Source: an optimization exercise on an open RTL-to-GDS flow (aim: small area). Production flows keep margins and buffers that such runs may drop. Only simulation tests tie the RTL to the original design; equivalence was not proved. Power and IR drop assume default switching activity.

[standard.sh]
#!/bin/bash
# synth_recipe.tcl (not shown) runs the flow's synth.tcl, then flattens the netlist and writes it again
# the make line also repeats each setting of config.mk as NAME=value (left out here)
make -C /OpenROAD-flow-scripts/flow DESIGN_CONFIG=/design/flow/config.mk WORK_HOME=/design/flow/orfs CLKGATE_MAP_FILE= SYNTH_SCRIPT=/design/flow/synth_recipe.tcl "${@:-finish}"
[constraint.sdc]
create_clock -name core_clock -period 12.0 [get_ports {clk}]
set_input_delay 2.4000 -clock core_clock [delete_from_list [all_inputs] [get_ports {clk}]]
set_output_delay 2.4000 -clock core_clock [all_outputs]
set_load 0.01 [all_outputs]
[flow/run.sh]
#!/bin/bash
# Standard layout, with the port buffers made from the smallest buffer cell.
set -e
echo 'export BUFFER_PORTS_ARGS = -buffer_cell sky130_fd_sc_hd__buf_1' >> config.mk
bash standard.sh > standard.log 2>&1
[design.v]
module ava_core (
    input  wire        clk,
    input  wire        rst,           
    input  wire [15:0] prog_len,      
    output wire [15:0] prog_addr,     
    input  wire [7:0]  prog_data,     
    output wire [31:0] stk_w_data,
    output wire        stk_w_valid,
    input  wire        stk_w_ready,
    input  wire [31:0] stk_r_data,
    input  wire        stk_r_valid,
    output wire        stk_r_ready,
    output wire [7:0]  out_data,
    output wire        out_valid,
    input  wire        out_ready,
    output wire        halt,
    output wire        fault,
    output wire [2:0]  cause,
    output wire        push_lost,
    output wire        out_lost
);
    localparam [3:0] S_INIT = 4'd0;
    localparam [3:0] S_DEC  = 4'd1;
    localparam [3:0] S_PI1  = 4'd2;
    localparam [3:0] S_PI2  = 4'd3;
    localparam [3:0] S_PV1  = 4'd4;
    localparam [3:0] S_PV2  = 4'd5;
    localparam [3:0] S_PV3  = 4'd6;
    localparam [3:0] S_LET  = 4'd7;    
    localparam [3:0] S_LETS = 4'd8;    
    localparam [3:0] S_PR   = 4'd9;
    localparam [3:0] S_A1   = 4'd10;
    localparam [3:0] S_A2   = 4'd11;
    localparam [3:0] S_A3   = 4'd12;
    localparam [3:0] S_A4   = 4'd13;
    localparam [3:0] S_DONE = 4'd14;
    localparam [2:0] C_END     = 3'd1;
    localparam [2:0] C_UNKNOWN = 3'd2;
    localparam [2:0] C_TRUNC   = 3'd6;
    localparam [2:0] C_BADSLOT = 3'd7;
    reg  [3:0]  st;
    reg  [15:0] pc;
    reg  [2:0]  cause_r;
    reg         push_lost_r;
    reg         out_lost_r;
    reg         op_mul;        
    reg  [1:0]  idx;           
    reg  [15:0] rb;            
    reg  [7:0]  ahi;           
    reg  [23:0] p0;            
    reg  [31:0] slot0, slot1, slot2, slot3;
    wire [7:0] fb = prog_data;
    wire       big = |fb[7:2];
    wire       at_end = ({pc[15:1], pc[0] | s_init} == prog_len);
    wire [15:0] pc_inc = pc + 16'd1;
    wire s_init = (st == S_INIT);
    wire s_dec  = (st == S_DEC);
    wire s_pi1  = (st == S_PI1);
    wire s_pi2  = (st == S_PI2);
    wire s_pv1  = (st == S_PV1);
    wire s_pv3  = (st == S_PV3);
    wire s_let  = (st == S_LET);
    wire s_lets = (st == S_LETS);
    wire s_pr   = (st == S_PR);
    wire s_a1   = (st == S_A1);
    wire s_a3   = (st == S_A3);
    wire s_a4   = (st == S_A4);
    assign prog_addr = pc;
    assign cause     = cause_r;
    assign halt      = (st == S_DONE);
    assign fault     = (st == S_DONE) && cause_r[2];
    assign push_lost = push_lost_r;
    assign out_lost  = out_lost_r;
    wire [7:0]  y  = s_a3 ? (op_mul ? stk_r_data[7:0] : 8'd1) : ahi;
    wire        ys = !s_a3;
    wire [15:0] c  = s_a4 ? p0[23:8] :
                     s_a3 ? (op_mul ? 16'd0 : stk_r_data[15:0]) :
                            {8'd0, fb};
    wire [23:0] mac;
    wire m1 = rb[0] & y[0];
    wire m2 = rb[1] & y[0];
    wire m3 = rb[2] & y[0];
    wire m4 = rb[3] & y[0];
    wire m5 = rb[4] & y[0];
    wire m6 = rb[5] & y[0];
    wire m7 = rb[6] & y[0];
    wire m8 = rb[7] & y[0];
    wire m9 = rb[8] & y[0];
    wire m10 = rb[9] & y[0];
    wire m11 = rb[10] & y[0];
    wire m12 = rb[11] & y[0];
    wire m13 = rb[12] & y[0];
    wire m14 = rb[13] & y[0];
    wire m15 = rb[14] & y[0];
    wire m16 = ~(rb[15] & y[0]);
    wire m17 = rb[0] & y[1];
    wire m18 = rb[1] & y[1];
    wire m19 = rb[2] & y[1];
    wire m20 = rb[3] & y[1];
    wire m21 = rb[4] & y[1];
    wire m22 = rb[5] & y[1];
    wire m23 = rb[6] & y[1];
    wire m24 = rb[7] & y[1];
    wire m25 = rb[8] & y[1];
    wire m26 = rb[9] & y[1];
    wire m27 = rb[10] & y[1];
    wire m28 = rb[11] & y[1];
    wire m29 = rb[12] & y[1];
    wire m30 = rb[13] & y[1];
    wire m31 = rb[14] & y[1];
    wire m32 = ~(rb[15] & y[1]);
    wire m33 = rb[0] & y[2];
    wire m34 = rb[1] & y[2];
    wire m35 = rb[2] & y[2];
    wire m36 = rb[3] & y[2];
    wire m37 = rb[4] & y[2];
    wire m38 = rb[5] & y[2];
    wire m39 = rb[6] & y[2];
    wire m40 = rb[7] & y[2];
    wire m41 = rb[8] & y[2];
    wire m42 = rb[9] & y[2];
    wire m43 = rb[10] & y[2];
    wire m44 = rb[11] & y[2];
    wire m45 = rb[12] & y[2];
    wire m46 = rb[13] & y[2];
    wire m47 = rb[14] & y[2];
    wire m48 = ~(rb[15] & y[2]);
    wire m49 = rb[0] & y[3];
    wire m50 = rb[1] & y[3];
    wire m51 = rb[2] & y[3];
    wire m52 = rb[3] & y[3];
    wire m53 = rb[4] & y[3];
    wire m54 = rb[5] & y[3];
    wire m55 = rb[6] & y[3];
    wire m56 = rb[7] & y[3];
    wire m57 = rb[8] & y[3];
    wire m58 = rb[9] & y[3];
    wire m59 = rb[10] & y[3];
    wire m60 = rb[11] & y[3];
    wire m61 = rb[12] & y[3];
    wire m62 = rb[13] & y[3];
    wire m63 = rb[14] & y[3];
    wire m64 = ~(rb[15] & y[3]);
    wire m65 = rb[0] & y[4];
    wire m66 = rb[1] & y[4];
    wire m67 = rb[2] & y[4];
    wire m68 = rb[3] & y[4];
    wire m69 = rb[4] & y[4];
    wire m70 = rb[5] & y[4];
    wire m71 = rb[6] & y[4];
    wire m72 = rb[7] & y[4];
    wire m73 = rb[8] & y[4];
    wire m74 = rb[9] & y[4];
    wire m75 = rb[10] & y[4];
    wire m76 = rb[11] & y[4];
    wire m77 = rb[12] & y[4];
    wire m78 = rb[13] & y[4];
    wire m79 = rb[14] & y[4];
    wire m80 = ~(rb[15] & y[4]);
    wire m81 = rb[0] & y[5];
    wire m82 = rb[1] & y[5];
    wire m83 = rb[2] & y[5];
    wire m84 = rb[3] & y[5];
    wire m85 = rb[4] & y[5];
    wire m86 = rb[5] & y[5];
    wire m87 = rb[6] & y[5];
    wire m88 = rb[7] & y[5];
    wire m89 = rb[8] & y[5];
    wire m90 = rb[9] & y[5];
    wire m91 = rb[10] & y[5];
    wire m92 = rb[11] & y[5];
    wire m93 = rb[12] & y[5];
    wire m94 = rb[13] & y[5];
    wire m95 = rb[14] & y[5];
    wire m96 = ~(rb[15] & y[5]);
    wire m97 = rb[0] & y[6];
    wire m98 = rb[1] & y[6];
    wire m99 = rb[2] & y[6];
    wire m100 = rb[3] & y[6];
    wire m101 = rb[4] & y[6];
    wire m102 = rb[5] & y[6];
    wire m103 = rb[6] & y[6];
    wire m104 = rb[7] & y[6];
    wire m105 = rb[8] & y[6];
    wire m106 = rb[9] & y[6];
    wire m107 = rb[10] & y[6];
    wire m108 = rb[11] & y[6];
    wire m109 = rb[12] & y[6];
    wire m110 = rb[13] & y[6];
    wire m111 = rb[14] & y[6];
    wire m112 = ~(rb[15] & y[6]);
    wire m113 = y[7] & (rb[0] ^ ys);
    wire m114 = y[7] & (rb[1] ^ ys);
    wire m115 = y[7] & (rb[2] ^ ys);
    wire m116 = y[7] & (rb[3] ^ ys);
    wire m117 = y[7] & (rb[4] ^ ys);
    wire m118 = y[7] & (rb[5] ^ ys);
    wire m119 = y[7] & (rb[6] ^ ys);
    wire m120 = y[7] & (rb[7] ^ ys);
    wire m121 = y[7] & (rb[8] ^ ys);
    wire m122 = y[7] & (rb[9] ^ ys);
    wire m123 = y[7] & (rb[10] ^ ys);
    wire m124 = y[7] & (rb[11] ^ ys);
    wire m125 = y[7] & (rb[12] ^ ys);
    wire m126 = y[7] & (rb[13] ^ ys);
    wire m127 = y[7] & (rb[14] ^ ys);
    wire m128 = ~(y[7] & (rb[15] ^ ys));
    wire m129 = y[7] & ys;
    wire m130 = c[0];
    wire m131 = c[1];
    wire m132 = c[2];
    wire m133 = c[3];
    wire m134 = c[4];
    wire m135 = c[5];
    wire m136 = c[6];
    wire m137 = c[7];
    wire m138 = c[8];
    wire m139 = c[9];
    wire m140 = c[10];
    wire m141 = c[11];
    wire m142 = c[12];
    wire m143 = c[13];
    wire m144 = c[14];
    wire m145 = ~(c[15]);
    wire s146, k147;
    assign {k147, s146} = m8 + m23;
    wire s148, k149;
    assign {k149, s148} = m9 + m24;
    wire s150, k151;
    assign {k151, s150} = m10 + m25;
    wire s152, k153;
    assign {k153, s152} = m11 + m26;
    wire s154, k155;
    assign {k155, s154} = m12 + m27;
    wire s156, k157;
    assign {k157, s156} = m13 + m28;
    wire s158, k159;
    assign {k159, s158} = m14 + m29;
    wire s160, k161;
    assign {k161, s160} = m15 + m30;
    wire s162, k163;
    assign {k163, s162} = m16 + m31;
    wire s164, k165;
    assign {k165, s164} = m6 + m21;
    wire s166, k167;
    assign {k167, s166} = m7 + m22 + m37;
    wire s168, k169;
    assign {k169, s168} = m52 + m67;
    wire s170, k171;
    assign {k171, s170} = s146 + m38 + m53;
    wire s172, k173;
    assign {k173, s172} = m68 + m83 + m98;
    wire s174, k175;
    assign {k175, s174} = m113 + m129;
    wire s176, k177;
    assign {k177, s176} = k147 + s148 + m39;
    wire s178, k179;
    assign {k179, s178} = m54 + m69 + m84;
    wire s180, k181;
    assign {k181, s180} = m99 + m114 + m138;
    wire s182, k183;
    assign {k183, s182} = k149 + s150 + m40;
    wire s184, k185;
    assign {k185, s184} = m55 + m70 + m85;
    wire s186, k187;
    assign {k187, s186} = m100 + m115 + m139;
    wire s188, k189;
    assign {k189, s188} = k151 + s152 + m41;
    wire s190, k191;
    assign {k191, s190} = m56 + m71 + m86;
    wire s192, k193;
    assign {k193, s192} = m101 + m116 + m140;
    wire s194, k195;
    assign {k195, s194} = k153 + s154 + m42;
    wire s196, k197;
    assign {k197, s196} = m57 + m72 + m87;
    wire s198, k199;
    assign {k199, s198} = m102 + m117 + m141;
    wire s200, k201;
    assign {k201, s200} = k155 + s156 + m43;
    wire s202, k203;
    assign {k203, s202} = m58 + m73 + m88;
    wire s204, k205;
    assign {k205, s204} = m103 + m118 + m142;
    wire s206, k207;
    assign {k207, s206} = k157 + s158 + m44;
    wire s208, k209;
    assign {k209, s208} = m59 + m74 + m89;
    wire s210, k211;
    assign {k211, s210} = m104 + m119 + m143;
    wire s212, k213;
    assign {k213, s212} = k159 + s160 + m45;
    wire s214, k215;
    assign {k215, s214} = m60 + m75 + m90;
    wire s216, k217;
    assign {k217, s216} = m105 + m120 + m144;
    wire s218, k219;
    assign {k219, s218} = k161 + s162 + m46;
    wire s220, k221;
    assign {k221, s220} = m61 + m76 + m91;
    wire s222, k223;
    assign {k223, s222} = m106 + m121 + m145;
    wire s224, k225;
    assign {k225, s224} = k163 + m32 + m47;
    wire s226, k227;
    assign {k227, s226} = m62 + m77 + m92;
    wire s228, k229;
    assign {k229, s228} = m107 + m122;
    wire s230, k231;
    assign {k231, s230} = m48 + m63 + m78;
    wire s232, k233;
    assign {k233, s232} = m93 + m108;
    wire s234, k235;
    assign {k235, s234} = m64 + m79;
    wire s236, k237;
    assign {k237, s236} = m4 + m19;
    wire s238, k239;
    assign {k239, s238} = m5 + m20 + m35;
    wire s240, k241;
    assign {k241, s240} = m50 + m65;
    wire s242, k243;
    assign {k243, s242} = s164 + m36 + m51;
    wire s244, k245;
    assign {k245, s244} = m66 + m81 + m135;
    wire s246, k247;
    assign {k247, s246} = k165 + s166 + s168;
    wire s248, k249;
    assign {k249, s248} = m82 + m97 + m136;
    wire s250, k251;
    assign {k251, s250} = k167 + k169 + s170;
    wire s252, k253;
    assign {k253, s252} = s172 + s174 + m137;
    wire s254, k255;
    assign {k255, s254} = k171 + k173 + k175;
    wire s256, k257;
    assign {k257, s256} = s176 + s178 + s180;
    wire s258, k259;
    assign {k259, s258} = k177 + k179 + k181;
    wire s260, k261;
    assign {k261, s260} = s182 + s184 + s186;
    wire s262, k263;
    assign {k263, s262} = k183 + k185 + k187;
    wire s264, k265;
    assign {k265, s264} = s188 + s190 + s192;
    wire s266, k267;
    assign {k267, s266} = k189 + k191 + k193;
    wire s268, k269;
    assign {k269, s268} = s194 + s196 + s198;
    wire s270, k271;
    assign {k271, s270} = k195 + k197 + k199;
    wire s272, k273;
    assign {k273, s272} = s200 + s202 + s204;
    wire s274, k275;
    assign {k275, s274} = k201 + k203 + k205;
    wire s276, k277;
    assign {k277, s276} = s206 + s208 + s210;
    wire s278, k279;
    assign {k279, s278} = k207 + k209 + k211;
    wire s280, k281;
    assign {k281, s280} = s212 + s214 + s216;
    wire s282, k283;
    assign {k283, s282} = k213 + k215 + k217;
    wire s284, k285;
    assign {k285, s284} = s218 + s220 + s222;
    wire s286, k287;
    assign {k287, s286} = k219 + k221 + k223;
    wire s288, k289;
    assign {k289, s288} = s224 + s226 + s228;
    wire s290, k291;
    assign {k291, s290} = k225 + k227 + k229;
    wire s292, k293;
    assign {k293, s292} = s230 + s232 + m123;
    wire s294, k295;
    assign {k295, s294} = k231 + k233 + s234;
    wire s296, k297;
    assign {k297, s296} = m94 + m109 + m124;
    wire s298, k299;
    assign {k299, s298} = k235 + m80 + m95;
    wire s300, k301;
    assign {k301, s300} = m110 + m125;
    wire s302, k303;
    assign {k303, s302} = m96 + m111;
    wire s304, k305;
    assign {k305, s304} = m3 + m18;
    wire s306, k307;
    assign {k307, s306} = s236 + m34 + m49;
    wire s308, k309;
    assign {k309, s308} = k237 + s238 + s240;
    wire s310, k311;
    assign {k311, s310} = k239 + k241 + s242;
    wire s312, k313;
    assign {k313, s312} = k243 + k245 + s246;
    wire s314, k315;
    assign {k315, s314} = k247 + k249 + s250;
    wire s316, k317;
    assign {k317, s316} = k251 + k253 + s254;
    wire s318, k319;
    assign {k319, s318} = k255 + k257 + s258;
    wire s320, k321;
    assign {k321, s320} = k259 + k261 + s262;
    wire s322, k323;
    assign {k323, s322} = k263 + k265 + s266;
    wire s324, k325;
    assign {k325, s324} = k267 + k269 + s270;
    wire s326, k327;
    assign {k327, s326} = k271 + k273 + s274;
    wire s328, k329;
    assign {k329, s328} = k275 + k277 + s278;
    wire s330, k331;
    assign {k331, s330} = k279 + k281 + s282;
    wire s332, k333;
    assign {k333, s332} = k283 + k285 + s286;
    wire s334, k335;
    assign {k335, s334} = k287 + k289 + s290;
    wire s336, k337;
    assign {k337, s336} = k291 + k293 + s294;
    wire s338, k339;
    assign {k339, s338} = k295 + k297 + s298;
    wire s340, k341;
    assign {k341, s340} = k299 + k301 + s302;
    wire s342, k343;
    assign {k343, s342} = k303 + m112;
    wire s344, k345;
    assign {k345, s344} = m2 + m17;
    wire s346, k347;
    assign {k347, s346} = s304 + m33 + m132;
    wire s348, k349;
    assign {k349, s348} = k305 + s306 + m133;
    wire s350, k351;
    assign {k351, s350} = k307 + s308 + m134;
    wire s352, k353;
    assign {k353, s352} = k309 + s310 + s244;
    wire s354, k355;
    assign {k355, s354} = k311 + s312 + s248;
    wire s356, k357;
    assign {k357, s356} = k313 + s314 + s252;
    wire s358, k359;
    assign {k359, s358} = k315 + s316 + s256;
    wire s360, k361;
    assign {k361, s360} = k317 + s318 + s260;
    wire s362, k363;
    assign {k363, s362} = k319 + s320 + s264;
    wire s364, k365;
    assign {k365, s364} = k321 + s322 + s268;
    wire s366, k367;
    assign {k367, s366} = k323 + s324 + s272;
    wire s368, k369;
    assign {k369, s368} = k325 + s326 + s276;
    wire s370, k371;
    assign {k371, s370} = k327 + s328 + s280;
    wire s372, k373;
    assign {k373, s372} = k329 + s330 + s284;
    wire s374, k375;
    assign {k375, s374} = k331 + s332 + s288;
    wire s376, k377;
    assign {k377, s376} = k333 + s334 + s292;
    wire s378, k379;
    assign {k379, s378} = k335 + s336 + s296;
    wire s380, k381;
    assign {k381, s380} = k337 + s338 + s300;
    wire s382, k383;
    assign {k383, s382} = k339 + s340 + m126;
    wire s384, k385;
    assign {k385, s384} = k341 + s342 + m127;
    wire s386, k387;
    assign {k387, s386} = k343 + m128;
    wire s388, k389;
    assign {k389, s388} = m1 + m130;
    wire s390, k391;
    assign {k391, s390} = s344 + m131 + k389;
    wire s392, k393;
    assign {k393, s392} = k345 + s346 + k391;
    wire s394, k395;
    assign {k395, s394} = k347 + s348 + k393;
    wire [19:0] cpa_a = {k387, k385, k383, k381, k379, k377, k375, k373, k371, k369, k367, k365, k363, k361, k359, k357, k355, k353, k351, k349};
    wire [19:0] cpa_b = {1'b1, s386, s384, s382, s380, s378, s376, s374, s372, s370, s368, s366, s364, s362, s360, s358, s356, s354, s352, s350};
    wire [19:0] cpa_s = cpa_a + cpa_b + k395;
    assign mac = {cpa_s[19], cpa_s[18], cpa_s[17], cpa_s[16], cpa_s[15], cpa_s[14], cpa_s[13], cpa_s[12], cpa_s[11], cpa_s[10], cpa_s[9], cpa_s[8], cpa_s[7], cpa_s[6], cpa_s[5], cpa_s[4], cpa_s[3], cpa_s[2], cpa_s[1], cpa_s[0], s394, s392, s390, s388};
    reg [31:0] slot_rd;
    always @(*) begin
        case (idx)
            2'd0: slot_rd = slot0;
            2'd1: slot_rd = slot1;
            2'd2: slot_rd = slot2;
            default: slot_rd = slot3;
        endcase
    end
    wire       let_ok = (s_let && !big) || s_lets;
    wire [1:0] widx   = s_let ? fb[1:0] : idx;
    wire       slot_we = !rst && stk_r_valid && let_ok;
    always @(posedge clk) begin
        if (slot_we && widx == 2'd0) slot0 <= stk_r_data;
        if (slot_we && widx == 2'd1) slot1 <= stk_r_data;
        if (slot_we && widx == 2'd2) slot2 <= stk_r_data;
        if (slot_we && widx == 2'd3) slot3 <= stk_r_data;
    end
    assign stk_w_valid = s_pi2 || s_pv3 || s_a4;
    wire   sel_v0 = s_pv3 && (idx == 2'd0);
    wire   sel_v1 = s_pv3 && (idx == 2'd1);
    wire   sel_v2 = s_pv3 && (idx == 2'd2);
    wire   sel_v3 = s_pv3 && (idx == 2'd3);
    assign stk_w_data  = ({32{sel_v0}} & slot0) | ({32{sel_v1}} & slot1)
                       | ({32{sel_v2}} & slot2) | ({32{sel_v3}} & slot3)
                       | ({32{!s_pv3}} & {mac, p0[7:0]});
    assign stk_r_ready = stk_r_valid && (let_ok || s_pr || s_a1 || s_a3);
    wire   dec_lf      = s_dec && (fb == 8'h82);
    assign out_valid   = dec_lf || (s_pr && stk_r_valid);
    assign out_data    = s_pr ? (8'h30 + stk_r_data[7:0]) : 8'h0a;
    always @(posedge clk) begin
        if (s_dec)         op_mul <= fb[0];
        if (s_pv1 || s_let) idx   <= fb[1:0];
        if (s_a1)          rb     <= stk_r_data[15:0];
        ahi <= (s_a3 && op_mul) ? stk_r_data[15:8] : 8'd0;
        p0  <= mac;
    end
    always @(posedge clk) begin
        if (rst) begin
            st          <= S_INIT;
            pc          <= 16'd0;
            cause_r     <= 3'd0;
            push_lost_r <= 1'b0;
            out_lost_r  <= 1'b0;
        end else begin
            if (stk_w_valid && !stk_w_ready) push_lost_r <= 1'b1;
            if (out_valid && !out_ready)     out_lost_r  <= 1'b1;
            case (st)
                S_INIT: begin
                    pc <= pc_inc;
                    if (at_end) begin
                        st <= S_DONE; cause_r <= C_END;
                    end else
                        st <= S_DEC;
                end
                S_DEC: begin
                    case (fb)
                        8'h01, 8'h0a, 8'h20: begin
                            if (at_end) begin
                                st <= S_DONE; cause_r <= C_TRUNC;
                            end else begin
                                pc <= pc_inc;
                                st <= (fb == 8'h01) ? S_PI1 : (fb == 8'h0a) ? S_PV1 : S_LET;
                            end
                        end
                        8'h80: st <= S_PR;
                        8'h82: begin
                            if (at_end) begin
                                st <= S_DONE; cause_r <= C_END;
                            end else begin
                                pc <= pc_inc; st <= S_DEC;
                            end
                        end
                        8'ha0, 8'ha5: st <= S_A1;
                        default: begin
                            st <= S_DONE; cause_r <= C_UNKNOWN;
                        end
                    endcase
                end
                S_PI1: begin
                    if (at_end) begin
                        st <= S_DONE; cause_r <= C_TRUNC;
                    end else begin
                        pc <= pc_inc; st <= S_PI2;
                    end
                end
                S_PV1: begin
                    if (big) begin
                        st <= S_DONE; cause_r <= C_BADSLOT;
                    end else
                        st <= S_PV2;
                end
                S_PV2: st <= S_PV3;
                S_LET: begin
                    if (big) begin
                        st <= S_DONE; cause_r <= C_BADSLOT;
                    end else if (stk_r_valid) begin
                        if (at_end) begin
                            st <= S_DONE; cause_r <= C_END;
                        end else begin
                            pc <= pc_inc; st <= S_DEC;
                        end
                    end else
                        st <= S_LETS;
                end
                S_LETS, S_PR: begin
                    if (stk_r_valid) begin
                        if (at_end) begin
                            st <= S_DONE; cause_r <= C_END;
                        end else begin
                            pc <= pc_inc; st <= S_DEC;
                        end
                    end
                end
                S_PI2, S_PV3, S_A4: begin
                    if (at_end) begin
                        st <= S_DONE; cause_r <= C_END;
                    end else begin
                        pc <= pc_inc; st <= S_DEC;
                    end
                end
                S_A1: if (stk_r_valid) st <= S_A2;
                S_A2: st <= S_A3;
                S_A3: if (stk_r_valid) st <= S_A4;
                default: st <= S_DONE;
            endcase
        end
    end
endmodule
[config.mk]
export PLATFORM = sky130hd
export DESIGN_NAME = ava_core
export DESIGN_NICKNAME = ava_core
export VERILOG_FILES = /design/flow/design.v
export SDC_FILE = /design/flow/constraint.sdc
export NUM_CORES = 4
export LEC_CHECK = 0
export CAP_MARGIN = 20
export CORE_MARGIN = 2
export CORE_UTILIZATION = 75
export CTS_CLUSTER_DIAMETER = 100
export CTS_CLUSTER_SIZE = 30
export SLEW_MARGIN = 20
export BUFFER_PORTS_ARGS = -buffer_cell sky130_fd_sc_hd__buf_1
==> impl_metrics.env, run 1 <==
export IMPL_htreeDepth=1
export IMPL_port_buffers=126
export IMPL_io_pins=127
export IMPL_final_antenna_net_count=0
export IMPL_cts_sinks=204
export IMPL_fin_tns_setup_ns=0
export IMPL_hold_depth=2
export IMPL_ir_worst_vdd_mv=0.139
export IMPL_dp_final_hpwl_um=25200
export IMPL_core_um2=17900
export IMPL_maxCapViolations=0
export IMPL_fp_row_count=49
export IMPL_r2r_cells=19
export IMPL_syn_avg_cell_area_um2=10.5
export IMPL_synthDistinctLibCells=67
export IMPL_fin_skew_ns=0.0248
export IMPL_cp_max_fo=10
export IMPL_final_instance_count_excl_fill=1622
export IMPL_die_area_um2=19300
export IMPL_critical_path_required_ns=9.60
export IMPL_r2r_end="p0[17]"
export IMPL_r2r_start="st[2]"
export IMPL_fmax_mhz=93.3
export IMPL_rsz0062_at_grt="no"
export IMPL_ctsHoldBuffers=0
export IMPL_worst_pin_slew_ns=1.13
export IMPL_clk_latency_ns=0.48
export IMPL_grt_max_degree=44
export IMPL_antenna_found_initial=1
export IMPL_max_slew_margin_rel=0.243
export IMPL_synth_seq_cells=204
export IMPL_status="finished clean"
export IMPL_synth_nets=1502
export IMPL_clockRootBuffer="clkbuf_16"
export IMPL_path_cells="buf_1 > nand3b_1 > o21ai_1 > nor2b_1 > ha_1 > inv_1 > fa_1 > fa_1 > fa_1 > fa_1 > inv_1 > ha_1 > a21oi_1 > nand2_1 > a31o_2 > nor4_1 > o31ai_1 > and3_1 > a311oi_1 > buf_1"
export IMPL_fin_crit_ns=10.72
export IMPL_ys_seq_area_frac=0.408
export IMPL_wl_per_cell_um=21.3
export IMPL_cts_path_max_buffers=3
export IMPL_drt_first_iter_violations=968
export IMPL_grt_overflow=0
export IMPL_slowest_stage="o21ai_1"
export IMPL_hold_viol_final=0
export IMPL_hold_path_end="push_lost_r"
export IMPL_layout_commonest_cell="edfxtp_1"
export IMPL_path_class="input pin to output pin"
export IMPL_drc=0
export IMPL_vias_per_cell=6.41
export IMPL_cpMostUsedCell="fa_1"
export IMPL_initial_utilization=0.761
export IMPL_hp_start="push_lost_r"
export IMPL_power_density_nw_per_um2=168
export IMPL_hold_class="flop to flop"
export IMPL_synthArstFlopShare=0
export IMPL_grt_pass1_wl_um=54900
export IMPL_cts_resized_gates=0
export IMPL_layout_nets=1597
export IMPL_grt_usage=0.360
export IMPL_synth_edff_count=147
export IMPL_first_pass_iters=8
export IMPL_cts_buffers=10
export IMPL_via_count=10395
export IMPL_areaGrowthSynthToFinish_pct=7.54
export IMPL_period_share=0.894
export IMPL_cts_tree="done"
export IMPL_syn_inst=1294
export IMPL_endpoint_kind="output pin"
export IMPL_critical_path_arrival_ns=8.32
export IMPL_dp_cells=1605
export IMPL_report_final_slew_viol_count=0
export IMPL_routed_wl_um=34600
export IMPL_setup_viol=0
export IMPL_synth_ff_type="edfxtp_1"
export IMPL_die_w_um=139
export IMPL_mostFrequentLayoutCells="edfxtp_1, nand2_1, inv_1"
export IMPL_r2r_slack_ns=5.01
export IMPL_crit_path_start_kind="input pin"
export IMPL_drive_above_1_share=0.0618
export IMPL_synth_area_um2=13600
export IMPL_cts_setup_buffers=0
export IMPL_die_y_um=139
export IMPL_p_leak_nw=5.15
export IMPL_ys_warn_count=1
export IMPL_grt_pass1_vias=10190
export IMPL_place_congestion=0.996
export IMPL_cts_clk_slew_worst_paths_ns=0.11
export IMPL_max_stage_delay_ns=0.63
[per-layer routing]
metal	vias up	global-route usage	part of all wire
met2	611	0.616	0.50
met3	85	0.0445	0.095
li1	4642	-	-
met1	5057	0.496	0.37
met5	-	0	0
met4	0	0.101	0.031
[where the power goes]
part / internal [W] / switching, W / total (W)
Combinational: 0.000451 / 0.000774 / 0.00123
Clock: 0.000159 / 0.000214 / 0.000373
Sequential: 0.000829 / 0.0000405 / 0.000869
[state kept, by name, summed over array words and instances (netlist names)]
name         cells
rb              16
push_lost_r      1
slot3           32
idx              2
pc              16
st               4
slot0           32
cause_r          3
ahi              8
p0              24
op_mul           1
slot2           32
out_lost_r       1
slot1           32
[worst max-delay path, delay by kind of cell]
| family | cells | cell delay [ns] |
|---|---|---|
| adder cells (fa/ha/maj) | 6 | 2.57 |
| AO/OA/AOI/OAI | 5 | 1.71 |
| AND/OR/NAND/NOR | 5 | 1.18 |
| buffers and inverters | 4 | 0.47 |
[how the worst max path moves through the flow]
| stage | from | endpoint | cells past startpoint |
|---|---|---|---|
| 3_3_place_gp | stk_r_data[0] | stk_w_data[31] | 20 |
| 5_1_grt | stk_r_data[0] | stk_w_data[31] | 20 |
| 2_1_floorplan | stk_r_data[1] | stk_w_data[31] | 19 |
| 6_report | stk_r_data[0] | stk_w_data[31] | 20 |
| 3_5_place_dp | stk_r_data[0] | stk_w_data[31] | 20 |
| 4_1_cts | stk_r_data[0] | stk_w_data[31] | 20 |
[logic make-up after synthesis]
| group | Yosys count | share of synthesized area |
|---|---|---|
| adders and majority gates | 147 | 0.192 |
| xor gates and xnor gates | 54 | 0.0347 |
| DFF | 204 | 0.408 |
| AOI/OAI and AO/OA | 215 | 0.100 |
| and+or+nand+nor | 433 | 0.158 |
| muxes | 47 | 0.0540 |
| buffers and inverters | 194 | 0.0540 |
[through the flow]
step           setup WS [ns]  hold slack, ns  power, W   util  cell area (um2)
5_1_grt                0.901           0.525   0.00260  0.819            14700
3_3_place_gp            1.55           0.449   0.00205  0.801            14300
6_report                1.28           0.507   0.00247  0.819            14700
2_1_floorplan           2.19           0.502   0.00170      -            13600
4_1_cts                 1.37           0.500   0.00245  0.817            14600
3_5_place_dp            1.40           0.472   0.00209  0.801            14300
[synth_stat cells (20+ instances only)]
cell | n | area (um2)
mux4_2 | 20 | 450
xnor2_1 | 45 | 394
fa_1 | 103 | 2060
nand2_1 | 145 | 544
a21oi_1 | 72 | 360
nand3_1 | 23 | 115
nor2_1 | 84 | 315
clkbuf_1 | 46 | 173
inv_1 | 127 | 477
dfxtp_1 | 57 | 1140
nor2b_1 | 37 | 231
ha_1 | 44 | 551
edfxtp_1 | 147 | 4410
and2_1 | 38 | 238
o21ai_0 | 49 | 245
[layout make-up]
type,count,area [um2]
Clock inverter,2,23.8
Antenna cell,1,2.50
Multi-Input combinational cell,896,7380
Timing Repair Buffer,150,673
Inverter,127,477
Fill cell,1059,3240
Sequential cell,204,5560
Tap cell,229,287
Clock buffer,13,262
==> run 2, diff against run 1 <==
==> flow/run.sh (replaced) <==
#!/bin/bash
# Layout flow: the standard ORFS flow with two changes.
#  1. Port buffers use the smallest buffer cell (buffer_ports -buffer_cell).
#  2. After the standard synthesis, flow/invopt.py removes inverters between
#     full adders by using some adders in complemented form (a full adder is
#     self-dual).  Registers and their names are untouched.
# Each tool's output goes to a log file in this folder.
set -euo pipefail
echo 'export BUFFER_PORTS_ARGS = -buffer_cell sky130_fd_sc_hd__buf_1' >> config.mk
bash standard.sh synth > synth.log 2>&1
R=orfs/results/sky130hd/ava_core/base
cp $R/1_2_yosys.v $R/1_2_yosys_standard.v
python3 flow/invopt.py $R/1_2_yosys_standard.v $R/1_2_yosys.v > invopt.log 2>&1
rm -f $R/1_synth.odb $R/1_synth.sdc
bash standard.sh > standard.log 2>&1
==> flow/invopt.py (new file) <==
#!/usr/bin/env python3
"""Remove inverters around full adders in a Yosys gate-level netlist.

A full adder is self-dual: FA(~a, ~b, ~c) = (~sum, ~cout).  Yosys's adder
extraction often leaves inverters between adders.  This pass chooses, for
each sky130 fa cell, whether to use it in complemented form, so that as few
inverters as possible are needed, and rewrites the netlist accordingly.
The function of every output and every register input is unchanged.

usage: invopt.py in.v out.v
"""
import re, sys, random

INV = re.compile(r"sky130_fd_sc_hd__(inv|clkinv)_\d+$")
FA = re.compile(r"sky130_fd_sc_hd__fa_\d+$")
OUTPINS = {"X", "Y", "Q", "Q_N", "SUM", "COUT", "HI", "LO"}

src = open(sys.argv[1]).read()
m = re.search(r"^\s*module\s+(\w+)\s*\((.*?)\);", src, re.S | re.M)
cell_re = re.compile(r"^\s*(sky130_fd_sc_hd__\w+)\s+(\S+)\s*\((.*?)\);\s*$", re.S | re.M)
pin_re = re.compile(r"\.(\w+)\(\s*(.*?)\s*\)\s*(?:,|$)", re.S)

cells = []   # [type, name, [(pin, net)], span]
for cm in cell_re.finditer(src):
    pins = [(p, n.strip()) for p, n in pin_re.findall(cm.group(3))]
    cells.append([cm.group(1), cm.group(2), pins, cm.span()])
if not cells:
    sys.exit("no cells")
head = src[:cells[0][3][0]]
tail = src[cells[-1][3][1]:]
between = "".join(src[cells[i][3][1]:cells[i+1][3][0]] for i in range(len(cells) - 1))
if between.strip():
    sys.exit("unexpected text between cells")
if "assign" in src:
    sys.exit("assign statements are not handled")

# ports
ports = set()
for d in re.finditer(r"^\s*(input|output|inout)\s+(\[\d+:\d+\]\s*)?([^;]+);", head, re.M):
    rng = d.group(2)
    for nm in d.group(3).split(","):
        nm = nm.strip()
        if rng:
            hi, lo = map(int, re.findall(r"\d+", rng))
            for b in range(min(hi, lo), max(hi, lo) + 1):
                ports.add(f"{nm}[{b}]")
        ports.add(nm)
def is_port(net):
    n = net.lstrip("\\").strip()
    return n in ports or re.sub(r"\s+", "", n) in ports

driver = {}
loads = {}
for ci, (t, nm, pins, _) in enumerate(cells):
    for p, n in pins:
        if p in OUTPINS:
            driver[n] = (ci, p)
        else:
            loads.setdefault(n, []).append((ci, p))

def is_inv(ci):
    return INV.match(cells[ci][0]) is not None
def is_fa(ci):
    return FA.match(cells[ci][0]) is not None

# root and parity of each net
root = {}
def find(n):
    if n in root:
        return root[n]
    d = driver.get(n)
    if d and is_inv(d[0]):
        a = dict(cells[d[0]][2])["A"]
        r, p = find(a)
        root[n] = (r, p ^ 1)
    else:
        root[n] = (n, 0)
    return root[n]

allnets = set(driver) | set(loads)
for n in allnets:
    find(n)
tree = {}
for n in allnets:
    tree.setdefault(root[n][0], []).append(n)

# sinks per root: (cell index, pin, parity); frozen roots keep their wiring
sinks = {}
frozen = set()
for r, nets in tree.items():
    lst = []
    for n in nets:
        if is_port(n) and n != r:
            frozen.add(r)
        if is_port(n) and n == r and driver.get(n) is not None and not is_inv(driver[n][0]):
            # an output port driven straight by the cell: its polarity must stay
            frozen.add(r)
        if re.match(r"^\d+'", n):
            frozen.add(r)
        for ci, p in loads.get(n, []):
            if not is_inv(ci):
                lst.append((ci, p, root[n][1]))
    sinks[r] = lst
    if r not in driver and not is_port(r):
        frozen.add(r)

fas = [ci for ci in range(len(cells)) if is_fa(ci)]
locked = set()
for r in frozen:
    d = driver.get(r)
    if d and is_fa(d[0]):
        locked.add(d[0])
    for ci, p, par in sinks[r]:
        if is_fa(ci):
            locked.add(ci)
free = [ci for ci in fas if ci not in locked]
flip = {ci: 0 for ci in fas}

# roots touched by each FA
fa_roots = {ci: set() for ci in fas}
for r in tree:
    d = driver.get(r)
    if d and d[0] in fa_roots:
        fa_roots[d[0]].add(r)
    for ci, p, par in sinks[r]:
        if ci in fa_roots:
            fa_roots[ci].add(r)

def cost_root(r):
    if r in frozen:
        return 0
    d = driver.get(r)
    fd = flip.get(d[0], 0) if d else 0
    return 1 if any(par ^ fd ^ flip.get(ci, 0) for ci, p, par in sinks[r]) else 0

def before():
    return sum(1 for c in cells if INV.match(c[0]))
total = sum(cost_root(r) for r in tree if r not in frozen)
rng = random.Random(1)
best = dict(flip); best_cost = total
for rnd in range(20):
    improved = True
    while improved:
        improved = False
        for ci in free:
            rs = fa_roots[ci]
            c0 = sum(cost_root(r) for r in rs)
            flip[ci] ^= 1
            c1 = sum(cost_root(r) for r in rs)
            if c1 < c0:
                total += c1 - c0
                improved = True
            else:
                flip[ci] ^= 1
    if total < best_cost:
        best, best_cost = dict(flip), total
    # perturb
    flip = dict(best); total = best_cost
    for ci in rng.sample(free, max(1, len(free) // 10)):
        rs = fa_roots[ci]
        c0 = sum(cost_root(r) for r in rs)
        flip[ci] ^= 1
        total += sum(cost_root(r) for r in rs) - c0
flip = best

# rewrite: for each non-frozen root, drop its inverters and rewire sinks
newnet = {}          # (ci, pin) -> net
drop = set()
new_cells = []
new_wires = []
k = 0
for r, nets in tree.items():
    if r in frozen:
        continue
    invs = [driver[n][0] for n in nets if n != r and n in driver and is_inv(driver[n][0])]
    d = driver.get(r)
    fd = flip.get(d[0], 0) if d else 0
    need = [(ci, p) for ci, p, par in sinks[r] if par ^ fd ^ flip.get(ci, 0)]
    ok = [(ci, p) for ci, p, par in sinks[r] if not (par ^ fd ^ flip.get(ci, 0))]
    for ci in invs:
        drop.add(ci)
    for ci, p in ok:
        newnet[(ci, p)] = r
    if need:
        k += 1
        wn = f"_invopt_{k}_"
        new_wires.append(wn)
        new_cells.append(("sky130_fd_sc_hd__inv_1", f"_invopt_c{k}_", [("A", r), ("Y", wn)]))
        for ci, p in need:
            newnet[(ci, p)] = wn

def fmt(n):
    return n + " " if n.startswith("\\") else n

out = [head.rstrip("\n") + "\n"]
for w in new_wires:
    out.append(f"  wire {w};\n")
for ci, (t, nm, pins, _) in enumerate(cells):
    if ci in drop:
        continue
    ps = ",\n".join(f"    .{p}({fmt(newnet.get((ci, p), n))})" for p, n in pins)
    out.append(f"  {t} {nm} (\n{ps}\n  );\n")
for t, nm, pins in new_cells:
    ps = ",\n".join(f"    .{p}({fmt(n)})" for p, n in pins)
    out.append(f"  {t} {nm} (\n{ps}\n  );\n")
out.append(tail.lstrip("\n") if tail.strip() else "endmodule\n")
open(sys.argv[2], "w").write("".join(out))
nin = before()
print(f"invopt: {len(fas)} full adders ({len(locked)} locked), {sum(flip.values())} complemented; "
      f"inverters {nin} -> {nin - len(drop) + len(new_cells)}", file=sys.stderr)
--- a/config.mk
+++ b/config.mk
@@ -6,9 +6,10 @@
 export NUM_CORES = 4
 export LEC_CHECK = 0
-export CAP_MARGIN = 20
+export CAP_MARGIN = 0
 export CORE_MARGIN = 2
 export CORE_UTILIZATION = 75
 export CTS_CLUSTER_DIAMETER = 100
 export CTS_CLUSTER_SIZE = 30
-export SLEW_MARGIN = 20
+export GPL_TIMING_DRIVEN = 0
+export SLEW_MARGIN = 0
 export BUFFER_PORTS_ARGS = -buffer_cell sky130_fd_sc_hd__buf_1
==> impl_metrics.env, run 2 <==
export IMPL_synth_nets=1443
export IMPL_grt_pass1_vias=10705
export IMPL_dpl_worst_slack_ns=0.455
export IMPL_setup_viol=0
export IMPL_slowest_stage="clkbuf_1"
export IMPL_cp_max_fo=10
export IMPL_layout_commonest_cell="edfxtp_1"
export IMPL_vias_per_cell=6.84
export IMPL_ctsHoldBuffers=0
export IMPL_die_area_um2=19000
export IMPL_rsz0062_at_grt="no"
export IMPL_routed_wl_um=39200
export IMPL_drt_first_iter_violations=1346
export IMPL_max_stage_delay_ns=0.65
export IMPL_path_delay_family="adder cells"
export IMPL_htreeDepth=1
export IMPL_cts_resized_gates=0
export IMPL_p_leak_nw=5.67
export IMPL_dp_final_hpwl_um=28800
export IMPL_final_antenna_net_count=0
export IMPL_antenna_found_initial=1
export IMPL_period_share=0.961
export IMPL_io_pins=127
export IMPL_die_w_um=138
export IMPL_report_final_slew_viol_count=0
export IMPL_cts_sinks=204
export IMPL_fmax_mhz=86.7
export IMPL_path_class="input pin to output pin"
export IMPL_fin_tns_setup_ns=0
export IMPL_areaGrowthSynthToFinish_pct=8.62
export IMPL_final_instance_count_excl_fill=1604
export IMPL_die_y_um=138
export IMPL_first_pass_iters=10
export IMPL_crit_path_start_kind="input pin"
export IMPL_initial_utilization=0.770
export IMPL_ir_worst_vdd_mv=0.161
export IMPL_cts_buffers=10
export IMPL_synth_area_um2=13400
export IMPL_grt_max_degree=33
export IMPL_path_cells="buf_1 > nand3b_1 > o21ai_1 > clkbuf_1 > nor2b_1 > ha_1 > fa_1 > fa_1 > fa_1 > fa_1 > ha_1 > a21oi_1 > nand2_1 > a31o_2 > nor4_1 > o31ai_1 > and3_1 > a311oi_1 > buf_1"
export IMPL_status="finished clean"
export IMPL_fin_skew_ns=0.0403
export IMPL_r2r_cells=18
export IMPL_max_slew_margin_rel=0.256
export IMPL_syn_inst=1235
export IMPL_maxCapViolations=0
export IMPL_path_buf_inv=3
export IMPL_grt_overflow=0
export IMPL_cts_path_max_buffers=3
export IMPL_fin_crit_ns=11.53
export IMPL_critical_path_required_ns=9.60
export IMPL_grt_pass1_wl_um=59700
export IMPL_grt_usage=0.426
export IMPL_cpMostUsedCell="fa_1"
export IMPL_clk_latency_ns=0.50
export IMPL_fillCellCount=984
export IMPL_power_density_nw_per_um2=174
export IMPL_via_count=10969
export IMPL_syn_avg_cell_area_um2=10.9
export IMPL_dp_cells=1586
export IMPL_setup_slack_ns=0.471
export IMPL_finalPower_w=0.00254
export IMPL_layout_nets=1581
export IMPL_cts_tree="done"
export IMPL_drc=0
export IMPL_core_um2=17400
export IMPL_final_util=0.836
export IMPL_hold_viol_final=0
export IMPL_ys_warn_count=1
export IMPL_place_congestion=0.989
export IMPL_fp_row_count=48
export IMPL_cts_setup_buffers=0
export IMPL_cp_num_cells=19
export IMPL_hold_depth=2
export IMPL_drive_above_1_share=0.0523
export IMPL_port_buffers=123
export IMPL_clockRootBuffer="clkbuf_16"
export IMPL_worst_pin_slew_ns=1.12
export IMPL_wl_per_cell_um=24.4
export IMPL_critical_path_arrival_ns=9.13
export IMPL_mostFrequentLayoutCells="edfxtp_1, nand2_1, buf_1"
export IMPL_cts_clk_slew_worst_paths_ns=0.11
export IMPL_hold_class="flop to flop"
export IMPL_endpoint_kind="output pin"
## run 2: cell types whose count changed in the layout (fill, tap and decap cells not counted), moves of 2 or more
| cell | delta |
|---|---|
| inv_1 | -59 |
| clkbuf_1 | +47 |
| buf_4 | -23 |
| buf_1 | +12 |
| buf_2 | +6 |
| buf_16 | +2 |
## run 2: tightest hold or removal path: stages, from the launching register on
cell and delay, ns:
dfxtp_1 0.36, a21oi_1 0.05, nor2_1 0.08
## run 2: layout make-up
class | count | area [um2] | area share
Inverter | 68 | 255 | 0.0175
Clock inverter | 2 | 23.8 | 0.00163
Antenna cell | 2 | 5.00 | 0.000344
Sequential cell | 204 | 5560 | 0.381
Clock buffer | 14 | 265 | 0.0182
Timing Repair Buffer | 126 | 544 | 0.0374
Buffer | 67 | 259 | 0.0178
Multi-Input combinational cell | 896 | 7380 | 0.506
Tap cell | 225 | 282 | 0.0193
## run 2: where the power goes
part | internal [W] | total [W] | switching (W)
clock network | 0.000160 | 0.000383 | 0.000222
registers | 0.000829 | 0.000864 | 0.0000354
logic | 0.000453 | 0.00129 | 0.000841
## run 2: final timing paths
kind | startpoint | to | slack [ns]
min reg2reg | push_lost_r | push_lost_r | 0.52
min | push_lost_r | push_lost_r | 0.52
max | stk_r_data[0] | stk_w_data[31] | 0.47
max reg2reg | st[3] | p0[17] | 4.41
## run 2: stage by stage
stage	hold slack (ns)	area, um2
2_1_floorplan	0.502	13400
3_3_place_gp	0.450	14200
3_5_place_dp	0.501	14300
4_1_cts	0.529	14600
5_1_grt	0.533	14600
6_report	0.517	14600
## run 2: layer usage
| layer | global-route usage | vias to the layer above | part of all wire |
|---|---|---|---|
| li1 | - | 4618 | - |
| met1 | 0.541 | 5186 | 0.34 |
| met2 | 0.680 | 928 | 0.46 |
| met3 | 0.118 | 237 | 0.13 |
| met4 | 0.213 | 0 | 0.066 |
| met5 | 0 | - | 0 |
==> run 3, diff against run 2 <==
--- a/config.mk
+++ b/config.mk
@@ -6,10 +6,9 @@
 export NUM_CORES = 4
 export LEC_CHECK = 0
-export CAP_MARGIN = 0
+export CAP_MARGIN = 20
 export CORE_MARGIN = 2
 export CORE_UTILIZATION = 75
 export CTS_CLUSTER_DIAMETER = 100
 export CTS_CLUSTER_SIZE = 30
-export GPL_TIMING_DRIVEN = 0
-export SLEW_MARGIN = 0
+export SLEW_MARGIN = 20
 export BUFFER_PORTS_ARGS = -buffer_cell sky130_fd_sc_hd__buf_1
==> impl_metrics.env, run 3 <==
export IMPL_fmax_mhz=94.4
export IMPL_io_pins=127
export IMPL_cts_resized_gates=0
export IMPL_grt_max_degree=44
export IMPL_maxCapViolations=0
export IMPL_status="finished clean"
export IMPL_syn_avg_cell_area_um2=10.9
export IMPL_place_congestion=0.990
export IMPL_dp_final_hpwl_um=25800
export IMPL_synth_area_um2=13400
export IMPL_power_density_nw_per_um2=172
export IMPL_cp_max_fo=16
export IMPL_port_buffers=126
export IMPL_p_int_w=0.00144
export IMPL_swShare=0.418
export IMPL_vias_per_cell=6.66
export IMPL_ctsHoldBuffers=0
export IMPL_p_leak_nw=5.63
export IMPL_fp_row_count=48
export IMPL_critical_path_required_ns=9.60
export IMPL_worst_pin_slew_ns=1.08
export IMPL_clk_latency_ns=0.49
export IMPL_core_um2=17400
export IMPL_grt_overflow=0
export IMPL_clockRootBuffer="clkbuf_16"
export IMPL_die_w_um=138
export IMPL_ir_worst_vdd_mv=0.153
export IMPL_cts_clk_slew_worst_paths_ns=0.11
export IMPL_fin_crit_ns=10.60
export IMPL_rsz0062_at_grt="no"
export IMPL_layout_nets=1532
export IMPL_cts_sinks=204
export IMPL_switchingPower_w=0.00103
export IMPL_areaGrowthSynthToFinish_pct=7.17
export IMPL_grt_usage=0.382
export IMPL_mostFrequentLayoutCells="edfxtp_1, nand2_1, buf_1"
export IMPL_fin_tns_setup_ns=0
export IMPL_path_class="input pin to output pin"
export IMPL_endpoint_kind="output pin"
export IMPL_drive_above_1_share=0.0602
export IMPL_grt_pass1_wl_um=54200
export IMPL_die_area_um2=19000
export IMPL_first_pass_iters=6
export IMPL_initial_utilization=0.770
export IMPL_seqPwrFrac=0.352
export IMPL_r2r_slack_ns=5.07
export IMPL_layout_commonest_cell="edfxtp_1"
export IMPL_cts_tree="done"
export IMPL_wl_per_cell_um=22.8
export IMPL_pwr_share_clk=0.153
export IMPL_synth_nets=1443
export IMPL_max_slew_margin_rel=0.281
export IMPL_report_final_slew_viol_count=0
export IMPL_period_share=0.883
export IMPL_critical_path_arrival_ns=8.20
export IMPL_fin_skew_ns=0.0276
export IMPL_comb_power_share=0.495
export IMPL_setup_viol=0
export IMPL_drc=0
export IMPL_drt_first_iter_violations=1005
export IMPL_final_antenna_net_count=0
export IMPL_crit_path_start_kind="input pin"
export IMPL_ys_warn_count=1
export IMPL_dpl_instance_area_um2=14100
export IMPL_die_y_um=138
export IMPL_htreeDepth=1
export IMPL_via_count=10354
export IMPL_cts_path_max_buffers=3
export IMPL_hold_viol_final=0
export IMPL_antenna_found_initial=2
export IMPL_fillCellCount=1027
export IMPL_cts_buffers=10
export IMPL_syn_inst=1235
export IMPL_cts_setup_buffers=0
export IMPL_hold_class="flop to flop"
export IMPL_routed_wl_um=35500
export IMPL_fin_area_um2=14400
export IMPL_grt_pass1_vias=9998
[run 3: cell count changes in the layout (fill, tap and decap cells not counted), moves of 3 or more]
cell,change
clkbuf_1,-46
buf_2,-6
buf_1,-12
buf_4,+18
buf_16,-3
[run 3: area by class of cell]
| type | count | area, um2 | share of cell area |
|---|---|---|---|
| sequential | 204 | 5560 | 0.387 |
| tap | 225 | 282 | 0.0196 |
| multi-input combinational | 896 | 7380 | 0.513 |
| antenna | 1 | 2.50 | 0.000174 |
| inverter | 68 | 255 | 0.0178 |
| clock inverter | 2 | 23.8 | 0.00165 |
| clock buffer | 14 | 265 | 0.0185 |
| timing repair buffer | 144 | 608 | 0.0423 |
[run 3: final timing paths]
path                    endpoint           from  cells past startpoint
setup / recovery  stk_w_data[31]  stk_r_data[1]                     21
hold / removal       push_lost_r    push_lost_r                      2
setup reg to reg          p0[22]          st[2]                     20
hold reg to reg      push_lost_r    push_lost_r                      2
[run 3: per-stage QoR]
step                      cells  hold slack, ns  setup WS [ns]  total power, W   util
after CTS                  1553           0.502           1.55         0.00245  0.825
after floorplan            1235           0.502           2.19         0.00169      -
after detailed placement   1537           0.473           1.54         0.00207  0.808
final                      1554           0.503           1.40         0.00247  0.825
after global placement     1537           0.450           1.71         0.00204  0.808
after global routing       1554           0.516           1.22         0.00259  0.825
[run 3: worst max-delay path, cell delays in order]
cell and delay [ns]:
buf_1 0.38, and3_1 0.24, a21oi_1 0.04, buf_4 0.21
nor2b_1 0.17, ha_1 0.17, inv_1 0.06, fa_1 0.41
fa_1 0.54, inv_1 0.05, fa_1 0.52, fa_1 0.42
ha_1 0.37, a21oi_1 0.22, nand2_1 0.11, a31o_2 0.28
nor4_1 0.50, o31ai_1 0.17, and3_1 0.23, a311oi_1 0.48
buf_1 0.20
[run 3: power by group through the flow]
stage	Clock (W)	Combinational [W]	Sequential [W]
2_1_floorplan	0	0.000816	0.000869
3_3_place_gp	0	0.00116	0.000879
3_5_place_dp	0	0.00119	0.000882
4_1_cts	0.000377	0.00120	0.000867
5_1_grt	0.000401	0.00132	0.000874
6_report	0.000377	0.00122	0.000869
[run 3: layer usage]
layer,part of all wire,vias up,global-route usage,wire length (um)
li1,-,4517,-,-
met1,0.36,4997,0.503,12800
met2,0.49,713,0.635,17400
met3,0.10,125,0.0688,3580
met4,0.045,2,0.155,1610
met5,0.00037,-,0,13

[static timing again, ports no longer ideal]
How much do the figures lean on ideal ports? The routed layouts below were timed once more, with nothing changed but the port constraints.
Step 1: set_driving_cell puts a clkbuf_16 on clk and a buf_2 on each other input, an assumption about the parent block.
Step 2 moves the port delays by t, midway between the first and last clock arrival at a register: inputs arrive t later, outputs are due t later. That takes back most of the time a late clock gives input paths.
Slacks: ideal ports / drivers / drivers and shift; pairs: ideal ports / drivers.
| run | t, ns | setup slack, ns | worst setup path at the end | worst register clock-pin slew, ns |
|---|---|---|---|---|
| run 1 | 0.516 | 1.277 / 1.254 / 1.254 | input to output | 0.12 / 0.12 |
| run 2 | 0.528 | 0.471 / 0.446 / 0.446 | input to output | 0.12 / 0.12 |
| run 3 | 0.522 | 1.402 / 1.374 / 1.374 | input to output | 0.12 / 0.12 |
After both steps setup and hold are still met in every run listed. For run 3, which loses most, drivers alone change the setup slack by -0.028 ns; drivers and shift together by -0.028 ns.
